Context: an optimization exercise on an open-source flow, tuned for small area, a short achievable clock period and few clock cycles. The choices shown serve that exercise and are no tape-out recipe. Function was checked by simulation only, so behaviour that the tests miss may differ from the original. Power and IR drop assume default switching activity.

==> try-juniper: inputs <==
// feistel_engine
module feistel_engine (
    input  wire        clk,
    input  wire        rst,         
    input  wire        cmd_valid,
    input  wire [71:0] cmd,
    output wire        cmd_ready,
    output wire [63:0] blk,
    output wire [7:0]  status
);
Settings: LEC_CHECK=0, ABC_AREA=1, CAP_MARGIN=20, CORE_MARGIN=2, CORE_UTILIZATION=40, SETUP_SLACK_MARGIN=2.5, SLEW_MARGIN=20; clock period 5.5 ns.
standard.sh (not shown) runs the stock make flow with config.mk's settings and CLKGATE_MAP_FILE= SYNTH_SCRIPT=/design/flow/synth_recipe.tcl, a recipe that flattens the netlist after the stock synthesis.
==> flow/flow/run.sh <==
#!/bin/bash
export BUFFER_PORTS_ARGS="-buffer_cell sky130_fd_sc_hd__buf_2"
bash standard.sh > standard_flow.log 2>&1
==> try-fjord (differences from try-juniper) <==
--- a/flow/design.v
+++ b/flow/design.v
@@ -143,16 +143,17 @@
     localparam [2:0] ST_IPN  = 3'd3;    
     localparam [2:0] ST_ONE  = 3'd4;    
     localparam [2:0] ST_IP1  = 3'd5;    
     localparam [2:0] ST_RB1  = 3'd6;    
     localparam [2:0] ST_RB2  = 3'd7;    
     reg  [2:0]  state;
     reg  [3:0]  cnt;
+    reg  [3:0]  tgt;
     reg         dec;
-    reg  [3:0]  arg;          
+    reg  [3:0]  kind;         
     reg         is_rnd;       
     reg         subst_mode;   
     reg  [63:0] blk_r;
     reg  [55:0] cd;
     reg         kvalid;
     reg         fault;
     reg  [1:0]  cause;
@@ -223,27 +224,27 @@
     fe_perm #(.NIN(64), .NOUT(64), .TBL(T_IP)) u_ips (.din({blk_v[31:0], blk_v[63:32]}), .dout(sw_d));
     fe_perm #(.NIN(64), .NOUT(64), .TBL(T_IP)) u_ipu (.din({sbox_out, 32'd0}),          .dout(sub_d));
     fe_perm #(.NIN(64), .NOUT(64), .TBL(T_IP)) u_ipk (.din({subkey, 16'd0}),            .dout(key_d));
     wire [55:0] pc1_imm;
     fe_perm #(.NIN(64), .NOUT(56), .TBL(T_PC1)) u_pc1k (.din(cmd[63:0]), .dout(pc1_imm));
     wire idle   = (state == ST_IDLE);
     wire last   = (cnt == 4'd15);
-    wire at_tgt = (state == ST_WALK) && (cnt == arg);
+    wire at_tgt = (state == ST_WALK) && (cnt == tgt);
     wire b_ld   = !rst && idle && ok && is_ldblk;
     wire b_rnd  = !rst && (spec_enc || ((state == ST_CIPH) && !last) || (at_tgt && is_rnd));
     wire b_fin  = !rst && (((state == ST_CIPH) && last) || (state == ST_RB2));
     wire b_swp  = !rst && (state == ST_RB1);
     wire b_ip   = !rst && ((state == ST_IPN) || (state == ST_IP1));
     wire one    = !rst && (state == ST_ONE);
-    wire b_e    = one && (arg == 4'h2);
-    wire b_p    = one && (arg == 4'h3);
-    wire b_pc1  = one && (arg == 4'h4);
-    wire b_pc2  = one && (arg == 4'h5);
-    wire b_sw   = one && (arg == 4'h1);
-    wire b_sub  = one && (arg == 4'h0);
+    wire b_e    = one && (kind == 4'h2);
+    wire b_p    = one && (kind == 4'h3);
+    wire b_pc1  = one && (kind == 4'h4);
+    wire b_pc2  = one && (kind == 4'h5);
+    wire b_sw   = one && (kind == 4'h6);
+    wire b_sub  = one && (kind == 4'h8);
     wire b_key  = !rst && at_tgt && !is_rnd;
     wire b_hold = !rst && !(b_ld || b_rnd || b_fin || b_swp || b_ip || one || b_key);
     wire [63:0] blk_d =
         ({64{b_hold}} & blk_r) | ({64{b_ld}}  & ld_d)  | ({64{b_rnd}} & round_out) |
         ({64{b_fin}}  & {round_out[31:0], round_out[63:32]}) |
         ({64{b_swp}}  & {blk_r[31:0], blk_r[63:32]}) |
         ({64{b_ip}}   & ip_d)  | ({64{b_e}}   & e_d)   | ({64{b_p}}   & p_d)   |
@@ -311,16 +312,17 @@
     always @(posedge clk) begin
         subst_mode <= !rst && (state == ST_IDLE) && run && is_subst;
         case (state)
             ST_IDLE: begin
                 cnt    <= (fam == 4'h6 || (fam == 4'h4 && sel[0])) ? 4'd4 :
                           (fam == 4'h8 && !sel[0]) ? 4'd1 : 4'd0;
                 dec    <= op[0];
+                tgt    <= sel;
                 is_rnd <= (fam == 4'h6);
-                arg    <= (fam == 4'h5) ? 4'h0 : (fam == 4'h7) ? 4'h1 : sel;
+                kind   <= (fam == 4'h4) ? sel : (fam == 4'h5) ? 4'h8 : 4'h6;
             end
             ST_IPN: begin
                 cnt    <= (cnt == 4'd0) ? 4'd0 : cnt - 4'd1;
             end
             default: begin
                 cnt    <= cnt + 4'd1;
             end
==> flow/run.sh (new file) <==
#!/bin/bash
# synth_recipe.tcl (not shown) runs the flow's synth.tcl, then flattens the netlist and writes it again
# the make line also repeats each setting of config.mk as NAME=value (left out here)
make -C /OpenROAD-flow-scripts/flow DESIGN_CONFIG=/design/flow/config.mk WORK_HOME=/design/flow/orfs CLKGATE_MAP_FILE= SYNTH_SCRIPT=/design/flow/synth_recipe.tcl finish
SETUP_SLACK_MARGIN = 3.0   (was 2.5)
removed: flow/flow/run.sh
removed: flow/standard.sh
==> summary of the runs <==
Sequential power is about the same in try-fjord and try-juniper.
Critical path depth: try-fjord is higher than try-juniper (5).
Against try-juniper, the utilization of try-fjord is higher by 16 points.
Of try-juniper and try-fjord, try-fjord has the higher total power (gap about 14%, measured against try-fjord).
Against try-fjord, the combinational power of try-juniper is smaller by 46%.
Against try-fjord, the non-clock buffer count of try-juniper is lower by 255.
==> figures <==
Number of enable-type register cells in the synthesized netlist: try-juniper 6; try-fjord 9
Max-slew headroom: try-juniper 0.350; try-fjord 0.389
Final-layout non-clock buffer area share: try-juniper 0.0883; try-fjord 0.196
Run status: try-juniper complete, no violations; try-fjord complete, no violations
Gates resized, CTS repair: try-juniper 60; try-fjord 911
Sw Ratio: try-juniper 0.327; try-fjord 0.363
Inverters, non-clock: try-juniper 250; try-fjord 300
Met3 track demand over resource: try-juniper 0.145; try-fjord 0.281
Diode count: try-juniper 0; try-fjord 9
Worst setup path class: try-juniper in -> reg; try-fjord reg -> reg
Launch point of the worst path: try-juniper rst; try-fjord subst_mode
Synth Cell Area: try-juniper 0.0158 sq mm; try-fjord 0.0158 sq mm
Overall die height: try-juniper 203 um; try-fjord 203 um
Fin Hold WS: try-juniper 0.465 ns; try-fjord 0.512 ns
Testbench counts of try-juniper, summed over its fixed seeds: cycles 26,762.
Testbench counts of try-fjord, summed over its fixed seeds: cycles 26,762.

==> static timing again, ports no longer ideal <==
No port has a modelled driver above. Below, the same layouts with a new extraction and two added sets of constraints.
Step 1 (the two cells are an assumption about what drives the block):
set clk [get_ports {clk}]
set_driving_cell -lib_cell sky130_fd_sc_hd__clkbuf_16 $clk
set_driving_cell -lib_cell sky130_fd_sc_hd__buf_2 [delete_from_list [all_inputs] $clk]
Step 2 adds t to the input delays and takes it off the output delays; t is the mean of the earliest and latest rising clock arrival at the registers after step 1. Input paths then give back, and output paths get back, about the clock's delay inside the block.
Slacks: ideal / step 1 / step 2; pairs: ideal / step 1.
| run | t, ns | setup slack, ns | worst setup path after step 2 |
|---|---|---|---|
| try-juniper | 0.528 | 2.435 / 2.466 / 1.938 | input to register |
| try-fjord | 0.532 | 2.725 / 2.725 / 2.220 | input to register |
After both steps setup and hold are still met in every run listed. For try-fjord, which loses most, drivers alone change the setup slack by 0.000 ns; drivers and shift together by -0.505 ns.
